This is an optimization exercise on Yosys and OpenROAD, whose aim is small area, not a production implementation. The RTL was checked by simulation tests, not by an equivalence proof against the original design. Power figures rest on the tool's default switching activity, not on a simulated workload.

the baseline:
Design bitbang_core, start of the top module:
module bitbang_core (
    input  wire        clk,
    input  wire        rst,           
    input  wire [10:0] host_addr,     
    input  wire        host_we,
    input  wire [31:0] host_wdata,
    input  wire        host_re,
    output reg  [31:0] host_rdata,    
    output wire        busy,
    output wire        ev_valid,
    output wire [1:0]  ev_kind,       
    output wire [2:0]  ev_role,
    output wire        ev_level,
    output wire [31:0] ev_dur,
    input  wire        ev_ack,
    input  wire        ev_fault,
    input  wire [7:0]  ev_info,
    input  wire        ev_rlevel
);
==> flow/config.mk <==
export PLATFORM = sky130hd
export DESIGN_NAME = bitbang_core
export DESIGN_NICKNAME = bitbang_core
export VERILOG_FILES = /design/flow/design.v
export SDC_FILE = /design/flow/constraint.sdc
export NUM_CORES = 8
export LEC_CHECK = 0
export CAP_MARGIN = 20
export CORE_MARGIN = 2
export CORE_UTILIZATION = 60
export PLACE_DENSITY = 0.7
export SLEW_MARGIN = 20
export SYNTH_HIERARCHICAL = 1
==> flow/constraint.sdc <==
create_clock -name core_clock -period 10.0 [get_ports {clk}]
set_input_delay 2.0000 -clock core_clock [delete_from_list [all_inputs] [get_ports {clk}]]
set_output_delay 2.0000 -clock core_clock [all_outputs]
set_load 0.01 [all_outputs]
standard.sh (not shown) runs the stock make flow with config.mk's settings and CLKGATE_MAP_FILE= SYNTH_SCRIPT=/design/flow/synth_recipe.tcl, a recipe that flattens the netlist after the stock synthesis.
==> flow/flow/run.sh <==
#!/bin/bash
# The standard layout (the standard.sh, unchanged synthesis), with two
# options passed to ORFS through its environment:
# - clock tree: clkbuf_16 sink clusters of at most 26 flip-flops within 90 um,
#   without the dummy loads CTS adds to balance the tree;
# - port buffers: sky130_fd_sc_hd__buf_1.
set -euo pipefail
export CTS_ARGS="-sink_clustering_enable -repair_clock_nets -sink_clustering_size 26 -sink_clustering_max_diameter 90 -buf_list sky130_fd_sc_hd__clkbuf_16 -dont_use_dummy_load"
export BUFFER_PORTS_ARGS="-buffer_cell sky130_fd_sc_hd__buf_1"
bash standard.sh > flow.log 2>&1
Setup changes, the baseline to the candidate
--- a/flow/design.v
+++ b/flow/design.v
@@ -1,16 +1,23 @@
 module bb_aoi222 (
     input  wire [2:0] a,
     input  wire [2:0] s,
     output wire       y
 );
     assign y = ~((a[0] & s[0]) | (a[1] & s[1]) | (a[2] & s[2]));
 endmodule
+module bb_nor2 (
+    input  wire a,
+    input  wire b,
+    output wire y
+);
+    assign y = ~(a | b);
+endmodule
 module bb_and2 (
     input  wire a,
     input  wire b,
     output wire y
 );
     assign y = a & b;
 endmodule
 module bb_aoi22 (
     input  wire [1:0] a,
@@ -326,24 +333,24 @@
     reg  [15:0] b_pa, b_pb;
     always @(*) begin : pdec
         integer i;
         for (i = 0; i < 16; i = i + 1) begin
             b_pa[i] = rst | (b_idx[3:0] == i[3:0]);
             b_pb[i] = rst | (b_idx[7:4] == i[3:0]);
         end
     end
     wire [255:0] b_sel;
-    reg  [15:0] h_pa, h_pb;
+    reg  [15:0] h_pa_n, h_pb_n;
     always @(*) begin : hdec
         integer i;
         for (i = 0; i < 16; i = i + 1) begin
-            h_pa[i] = (host_addr[5:2] == i[3:0]);
-            h_pb[i] = (host_addr[9:6] == i[3:0]);
+            h_pa_n[i] = (host_addr[5:2] != i[3:0]);
+            h_pb_n[i] = (host_addr[9:6] != i[3:0]);
         end
     end
     wire [255:0] h_sel;
     reg  [7:0]   b_rd;
     wire [2047:0] b_flat;
     genvar gi, gb;
     generate
         for (gi = 0; gi < 256; gi = gi + 1) begin : g_buf
             reg [7:0] m;
@@ -361,19 +368,19 @@
                 bb_aoi222 u_t (
                     .a({b_flat[(3*gi+2)*8+gb], b_flat[(3*gi+1)*8+gb], b_flat[(3*gi)*8+gb]}),
                     .s(b_sel[3*gi+2:3*gi]),
                     .y(y[gi]));
             end
             assign y[85] = ~(b_flat[255*8+gb] & b_sel[255]);
             always @(*) s_rd[gb] = ~&y;
         end
         for (gi = 0; gi < 256; gi = gi + 1) begin : g_hdec
-            bb_and2 u_d (.a(h_pa[gi % 16]), .b(h_pb[gi / 16]), .y(h_sel[gi]));
+            bb_nor2 u_d (.a(h_pa_n[gi % 16]), .b(h_pb_n[gi / 16]), .y(h_sel[gi]));
         end
         for (gb = 0; gb < 8; gb = gb + 1) begin : g_hrd
             wire [85:0] y;
             for (gi = 0; gi < 85; gi = gi + 1) begin : g_t
                 bb_aoi222 u_t (
                     .a({b_flat[(3*gi+2)*8+gb], b_flat[(3*gi+1)*8+gb], b_flat[(3*gi)*8+gb]}),
                     .s(h_sel[3*gi+2:3*gi]),
                     .y(y[gi]));
             end
Findings:
- Clock latency on the worst-skew pair: the baseline and the candidate compared, lower one is the candidate
- The candidate against the baseline; via count is down slightly.
- Diff the baseline -> the candidate: die outline area shows a reduction of 0.88%, number of global-route vias before repair has increased, share of final layout cell area taken by clock buffers and inverters ~0 delta.
- Non-clock inverter instance count of the final layout came out lower on the candidate than on the baseline.
- The candidate ended up with a lower share of the cycle needed by the critical path after routing than the baseline did.
- Higher data arrival time of the critical path among the baseline and the candidate: the baseline
- ~same instance count of the mapped netlist in the baseline and the candidate
- Between the baseline and the candidate, the overall power of the completed layout is higher for the candidate.

* * *

## old
Another version of the RTL of bitbang_core (not shown whole).
Size in the first run: roughly 5,400 cells after synthesis, about 2,500 flip-flops, roughly 130 I/O pins, ~95,000 µm² of cells after synthesis.
clock: 10.0 ns
lec_check: 0
cap_margin: 20
core_margin: 2
core_utilization: 70
place_density: 0.8
slew_margin: 20
synth_hierarchical: 1
==> flow/flow/run.sh <==
#!/bin/bash
# The standard layout (the standard.sh, unchanged synthesis), with two
# options passed to ORFS through its environment:
# - clock tree: clkbuf_16 sink clusters of at most 30 flip-flops within 50 um,
#   without the dummy loads CTS adds to balance the tree;
# - port buffers: sky130_fd_sc_hd__buf_1.
set -euo pipefail
export CTS_ARGS="-sink_clustering_enable -repair_clock_nets -sink_clustering_size 30 -sink_clustering_max_diameter 50 -buf_list sky130_fd_sc_hd__clkbuf_16 -dont_use_dummy_load"
export BUFFER_PORTS_ARGS="-buffer_cell sky130_fd_sc_hd__buf_1"
bash standard.sh > flow.log 2>&1
The inputs of new differ from those of old as listed below.
--- a/flow/design.v
+++ b/flow/design.v
@@ -1,22 +1,22 @@
 module bb_aoi222 (
     input  wire [2:0] a,
     input  wire [2:0] s,
     output wire       y
 );
     assign y = ~((a[0] & s[0]) | (a[1] & s[1]) | (a[2] & s[2]));
 endmodule
-module bb_nor2 (
+module bb_and2 (
     input  wire a,
     input  wire b,
     output wire y
 );
-    assign y = ~(a | b);
+    assign y = a & b;
 endmodule
 module bb_aoi22 (
     input  wire [1:0] a,
     input  wire [1:0] s,
     output wire       y
 );
     assign y = ~((a[0] & s[0]) | (a[1] & s[1]));
 endmodule
 module bb_nand2 (
@@ -319,39 +319,39 @@
             default:      c_rate_bad = xl_bad;
         endcase
     end
     wire        host_bufrd = host_re & host_addr[10];
     wire        port_seq   = st_busy & ~host_bufrd;
     wire [7:0]  b_idx      = port_seq ? bidx : host_addr[9:2];
     wire        b_we       = (hw & host_addr[10]) | (port_seq & mwr);
     reg  [7:0]  b_rd;
     wire [7:0]  b_wd       = rst ? 8'd0 : (~b_we ? b_rd : (st_busy ? sh : host_wdata[7:0]));
-    reg  [15:0] b_pa_n, b_pb_n;
+    reg  [15:0] b_pa, b_pb;
     always @(*) begin : pdec
         integer i;
         for (i = 0; i < 16; i = i + 1) begin
-            b_pa_n[i] = ~(rst | (b_idx[3:0] == i[3:0]));
-            b_pb_n[i] = ~(rst | (b_idx[7:4] == i[3:0]));
+            b_pa[i] = rst | (b_idx[3:0] == i[3:0]);
+            b_pb[i] = rst | (b_idx[7:4] == i[3:0]);
         end
     end
     wire [255:0] b_sel;
     wire [2047:0] b_flat;
     genvar gi, gb;
     generate
         for (gi = 0; gi < 256; gi = gi + 1) begin : g_buf
             reg [7:0] m;
             always @(posedge clk)
                 if (b_sel[gi])
                     m <= b_wd;
             assign b_flat[gi*8 +: 8] = m;
         end
         for (gi = 0; gi < 256; gi = gi + 1) begin : g_dec
-            bb_nor2 u_d (.a(b_pa_n[gi % 16]), .b(b_pb_n[gi / 16]), .y(b_sel[gi]));
+            bb_and2 u_d (.a(b_pa[gi % 16]), .b(b_pb[gi / 16]), .y(b_sel[gi]));
         end
         for (gb = 0; gb < 8; gb = gb + 1) begin : g_rd
             wire [85:0] y;
             for (gi = 0; gi < 85; gi = gi + 1) begin : g_t
                 bb_aoi222 u_t (
                     .a({b_flat[(3*gi+2)*8+gb], b_flat[(3*gi+1)*8+gb], b_flat[(3*gi)*8+gb]}),
                     .s(b_sel[3*gi+2:3*gi]),
                     .y(y[gi]));
             end
## What came out
- Area after synthesis: new and old compared, higher one is new
- Adder-cell share of the synthesized area delta (old -> new): insignificant
- Compared with old, new shows a higher worst setup slack.
- In new, the count of distinct cell types in the synthesized netlist came out 3 below the value in old.
- new ended with less utilization than old.

## port drivers added, routing unchanged
The flow's constraints put no driver on any port. The routed layouts listed below were extracted and timed again, unchanged, in two steps.
Step 1: set_driving_cell puts a clkbuf_16 on clk and a buf_2 on each other input, an assumption about the parent block.
Step 2, shift: input delay + t, output delay - t, t = (earliest + latest rising clock arrival at the registers) / 2. This alone moves slack from input paths to output paths.
Slacks: no drivers / after step 1 / after step 2; pairs: no drivers / after step 1.
| run | t, ns | setup slack, ns | worst setup path at the end | worst slew at a driven data input, ns |
|---|---|---|---|---|
| the baseline | 0.891 | 0.899 / 0.899 / 0.899 | register to register | 0.18 |
| the candidate | 0.878 | 1.151 / 1.151 / 0.972 | input to register | 0.17 |
| old | 0.885 | 0.805 / 0.805 / 0.805 | register to register | 0.15 |
| new | 0.873 | 0.906 / 0.906 / 0.906 | register to register | 0.17 |
After both steps setup and hold are still met in every run listed. For the candidate, which loses most, drivers alone change the setup slack by 0.000 ns; drivers and shift together by -0.179 ns.
